This design comes from an exercise in tuning for small area, a short achievable clock period and few clock cycles per item on the open sky130 flow, not from production work. At most, simulation tests tie the RTL to the original design; equivalence was not proved. Power and IR drop assume default switching activity.

Setup of run a:
Design dlink_rx, start of the top module:
module dlink_rx #(
    parameter MAX_PAYLOAD = 4096,
    parameter DEF_W       = 8,
    parameter DEF_H       = 8,
    parameter DEF_FMT     = 0
) (
    input  wire        clk,
    input  wire        rst,
    input  wire        in_valid,
    input  wire [7:0]  in_data,
    output wire        in_ready,
    output reg         fb_we,
    output wire [15:0] fb_addr,
    output reg  [7:0]  fb_wdata,
    output reg  [7:0]  fb_wmask,
    output reg         err_valid,
    output reg  [2:0]  err_code,
    output reg         ntf_params,
    output reg         ntf_frame,
    output reg         ss_enabled,
    output reg  [15:0] ss_width,
    output reg  [15:0] ss_height,
    output reg  [2:0]  ss_fmt,
    output reg  [1:0]  ss_rot,
    output reg  [7:0]  ss_indev,
    output reg  [15:0] drop_count
);
Size: ~2400 cells after synthesis, about 420 flip-flops.
Settings: LEC_CHECK=0, CAP_MARGIN=20, CORE_MARGIN=2, CORE_UTILIZATION=40, CTS_BUF_LIST=sky130_fd_sc_hd__clkbuf_8, SLEW_MARGIN=20; clock period 12.0 ns.
standard.sh (not shown) runs the stock make flow with config.mk's settings and CLKGATE_MAP_FILE= SYNTH_SCRIPT=/design/flow/synth_recipe.tcl, a recipe that flattens the netlist after the stock synthesis.
==> flow/flow/run.sh <==
#!/bin/bash
# Layout: the standard ORFS flow, with the port buffers made of
# sky130_fd_sc_hd__buf_2 cells instead of the default choice.
# Each tool's output goes to its own log file in this folder (ORFS also keeps
# its per-step logs under orfs/logs/).
set -euo pipefail
bash standard.sh BUFFER_PORTS_ARGS="-buffer_cell sky130_fd_sc_hd__buf_2" finish > orfs_make.log 2>&1
Having completed the whole flow, run a delivered a layout that passed the timing, design-rule and antenna checks.
Testbench counts of run a, summed over its fixed seeds: cycles 115,338, bytes 112,114.
Input-level comparison between run b and run a:
Settings: a deleted CTS_BUF_LIST that had been sky130_fd_sc_hd__clkbuf_8.
[summary]
- Run b vs. run a: routed length on met2 roughly the same, fraction of final layout cells sized beyond drive strength 1 lower.
- In the metrics for run a and run b, the one carrying the lower met3 global-route usage is run b.
- For run a, the biggest power consumer among the groups was sequential cells, unlike run b, where it was clock.

* * *

run 4:
dlink_rx, a different RTL version from the one above (not shown whole).
For scale: ~410 flip-flops, about 110 I/O pins, roughly 23,000 sq um of cells after synthesis.
Design dlink_rx, start of the top module:
module dlink_rx #(
    parameter MAX_PAYLOAD = 4096,
    parameter DEF_W       = 8,
    parameter DEF_H       = 8,
    parameter DEF_FMT     = 0
) (
    input  wire        clk,
    input  wire        rst,
    input  wire        in_valid,
    input  wire [7:0]  in_data,
    output wire        in_ready,
    output reg         fb_we,
    output wire [15:0] fb_addr,
    output reg  [7:0]  fb_wdata,
    output reg  [7:0]  fb_wmask,
    output reg         err_valid,
    output reg  [2:0]  err_code,
    output reg         ntf_params,
    output reg         ntf_frame,
    output reg         ss_enabled,
    output reg  [15:0] ss_width,
    output reg  [15:0] ss_height,
    output reg  [2:0]  ss_fmt,
    output reg  [1:0]  ss_rot,
    output reg  [7:0]  ss_indev,
    output reg  [15:0] drop_count
);
export LEC_CHECK = 0
export CAP_MARGIN = 20
export CORE_MARGIN = 2
export CORE_UTILIZATION = 40
export SLEW_MARGIN = 20
create_clock -name core_clock -period 12.0 [get_ports {clk}]
Scripts as last shown in full above: flow/flow/run.sh
The flow did not stop early for run 4: all stages ran, and the layout cleared the timing, design-rule and antenna checks.
diff inputs: run 4 => run 5
==> flow/run.sh (new file) <==
#!/bin/bash
# synth_recipe.tcl (not shown) runs the flow's synth.tcl, then flattens the netlist and writes it again
# the make line also repeats each setting of config.mk as NAME=value (left out here)
make -C /OpenROAD-flow-scripts/flow DESIGN_CONFIG=/design/flow/config.mk WORK_HOME=/design/flow/orfs CLKGATE_MAP_FILE= SYNTH_SCRIPT=/design/flow/synth_recipe.tcl finish
removed: flow/flow/run.sh
removed: flow/standard.sh
## What came out
Going from run 4 to run 5, weighted congestion at the end of routability-driven global placement shrinks by 0.014.
Run 5 does better than run 4 on net switching power figure.
For run 5, the library cell contributing the largest single delay on the critical path was clkdlybuf4s50_1, unlike run 4, where it was or3b_2.
Delta (run 5 minus run 4): global routing usage on met1 now sits higher, fraction of standard cell area in multi-input logic has decreased, post-route clock period utilization increased by 0.69 points relative to the old numbers.
Per the comparison of run 5 with run 4, number of stages on the worst setup path saw a decrease, share of the core filled with cells now larger, via count rose 212, number of stages on the worst hold path now sits at about the same level.
Run 4 did not stop at any stage, and its layout met the timing, design-rule and antenna checks.
Every stage of the flow completed for run 5, and the final layout passed the timing, design-rule and antenna checks.
No functional check of the RTL was part of any run of this note.

* * *

dlink_rx with an RTL version that a note above also has.
Size: ~2400 cells after synthesis, ~110 I/O pins.
clock: 12.0 ns
lec_check: 0
cap_margin: 20
core_margin: 2
core_utilization: 40
cts_cluster_diameter: 45
cts_cluster_size: 32
slew_margin: 20
==> flow/flow/run.sh <==
#!/bin/bash
# Layout: the standard ORFS flow, with the port buffers made of
# sky130_fd_sc_hd__buf_2 cells instead of the default choice.
# Each tool's output goes to its own log file in this folder (ORFS also keeps
# its per-step logs under orfs/logs/).
set -euo pipefail
bash standard.sh BUFFER_PORTS_ARGS="-buffer_cell sky130_fd_sc_hd__buf_2" finish > orfs_make.log 2>&1
The starting point completed with no timing, DRC or antenna violations.
Testbench counts at the start, summed over its fixed seeds: cycles 115,338, bytes 112,114.
Rerun with:
- CORE_UTILIZATION: 40 -> 65
- CTS_CLUSTER_DIAMETER: 45 -> default
- CTS_CLUSTER_SIZE: 32 -> default
The new run passed the timing, design-rule and antenna checks. Worst hold slack improved by 0.0084 ns. Worst setup slack got worse by 0.15 ns. Maximum frequency went down by 3.8%. Global-route usage climbs by 14 points. Clock power goes down by 22%. Wire length shrinks by 4.1%.

* * *

## job 1856
dlink_rx again, from the RTL that the note above started with.
==> flow/config.mk <==
export PLATFORM = sky130hd
export DESIGN_NAME = dlink_rx
export DESIGN_NICKNAME = dlink_rx
export VERILOG_FILES = /design/flow/design.v
export SDC_FILE = /design/flow/constraint.sdc
export NUM_CORES = 4
export LEC_CHECK = 0
export CAP_MARGIN = 20
export CORE_MARGIN = 2
export CORE_UTILIZATION = 40
export CTS_CLUSTER_DIAMETER = 75
export CTS_CLUSTER_SIZE = 30
export SLEW_MARGIN = 20
==> flow/constraint.sdc <==
create_clock -name core_clock -period 12.0 [get_ports {clk}]
set_input_delay 2.4000 -clock core_clock [delete_from_list [all_inputs] [get_ports {clk}]]
set_output_delay 2.4000 -clock core_clock [all_outputs]
set_load 0.01 [all_outputs]
Scripts as last shown in full above: flow/flow/run.sh
Job 1856 completed every stage of the flow, and the final layout passed the timing, design-rule and antenna checks.
Testbench counts of job 1856, summed over its fixed seeds: cycles 115,338, bytes 112,114.
Inputs modified between job 1856 and job 1067:
# job 1856
export LEC_CHECK = 0
export CAP_MARGIN = 20
export CORE_MARGIN = 2
export CORE_UTILIZATION = 40
export CTS_CLUSTER_DIAMETER = 75
export CTS_CLUSTER_SIZE = 30
export SLEW_MARGIN = 20
create_clock -name core_clock -period 12.0 [get_ports {clk}]
# job 1067
export LEC_CHECK = 0
export CAP_MARGIN = 20
export CORE_MARGIN = 2
export CORE_UTILIZATION = 40
export CTS_CLUSTER_DIAMETER = 85
export CTS_CLUSTER_SIZE = 36
export SLEW_MARGIN = 20
create_clock -name core_clock -period 12.0 [get_ports {clk}]
Notes after the runs:
- The growth of design area from synthesis to finish was comparable across job 1067 and job 1856.
- Summary of job 1067 over job 1856: data arrival time of the critical path closely matched the old numbers, sequential share of layout area closely matched the old numbers.
- Per the comparison of job 1067 with job 1856, final critical path time including I/O delays and setup has remained practically unchanged, total number of sequential cells has remained practically unchanged, wire length on met2 has increased, global-route usage has remained practically unchanged.
- Compared job 1067 against job 1856; worst path setup slack after routing within noise.
- The wire length on job 1067 is in line with that on job 1856.
Edits applied to the flow inputs when going from job 1067 to job 8704:
# job 1067
export LEC_CHECK = 0
export CAP_MARGIN = 20
export CORE_MARGIN = 2
export CORE_UTILIZATION = 40
export CTS_CLUSTER_DIAMETER = 85
export CTS_CLUSTER_SIZE = 36
export SLEW_MARGIN = 20
create_clock -name core_clock -period 12.0 [get_ports {clk}]
# job 8704
export LEC_CHECK = 0
export CAP_MARGIN = 20
export CORE_MARGIN = 2
export CORE_UTILIZATION = 40
export CTS_CLUSTER_DIAMETER = 60
export CTS_CLUSTER_SIZE = 25
export SLEW_MARGIN = 20
create_clock -name core_clock -period 12.0 [get_ports {clk}]
==> comparison <==
Diff job 1067 -> job 8704 | power | up by a few percent. Job 8704 against job 1067: post-synthesis to final-layout area growth increased by 0.90 points relative to the old numbers, combinational logic power fell by about 0.7%, count of cells along the worst hold path was more or less identical, number of failing hold endpoints at the final stage neither gained nor lost much. Net switching share of the total power ends up lower on job 8704. The via count of the first global-routing pass in job 8704 was higher than what job 1067 gave. Job 8704 gives more setup slack than job 1067 did.

## afterwards: timing with drivers on the ports
How much do the figures lean on ideal ports? The routed layouts below were timed once more, with nothing changed but the port constraints.
Step 1 (the two cells are an assumption about what drives the block):
set clk [get_ports {clk}]
set_driving_cell -lib_cell sky130_fd_sc_hd__clkbuf_16 $clk
set_driving_cell -lib_cell sky130_fd_sc_hd__buf_2 [delete_from_list [all_inputs] $clk]
Step 2 moves the port delays by t, midway between the first and last clock arrival at a register: inputs arrive t later, outputs are due t later. That takes back most of the time a late clock gives input paths.
Three values: no drivers, after step 1, after step 2; two values: the first two.
| run | shift t [ns] | setup slack, ns | worst setup path after step 2 | latest minus earliest clock arrival (ns) |
|---|---|---|---|---|
| run a | 0.716 | 8.205 / 8.149 / 7.884 | input to register | 0.042 / 0.042 |
| run b | 0.657 | 8.287 / 8.222 / 7.869 | input to register | 0.021 / 0.021 |
| run 4 | 0.665 | 8.010 / 8.050 / 7.385 | input to register | 0.036 / 0.036 |
| run 5 | 0.644 | 7.926 / 7.863 / 7.661 | input to register | 0.027 / 0.028 |
| the first run of note 3 | 0.674 | 8.277 / 8.214 / 7.942 | input to register | 0.066 / 0.067 |
| the second run of note 3 | 0.623 | 8.130 / 8.130 / 7.887 | input to register | 0.025 / 0.025 |
| job 1856 | 0.673 | 8.254 / 8.188 / 7.920 | input to register | 0.043 / 0.043 |
| job 1067 | 0.666 | 8.256 / 8.191 / 7.855 | input to register | 0.039 / 0.040 |
| job 8704 | 0.636 | 8.316 / 8.249 / 7.886 | input to register | 0.042 / 0.042 |
After both steps setup and hold are still met in every run listed. The setup slack of run 4, which loses most, moves by +0.040 ns with the drivers and by -0.625 ns with both steps.
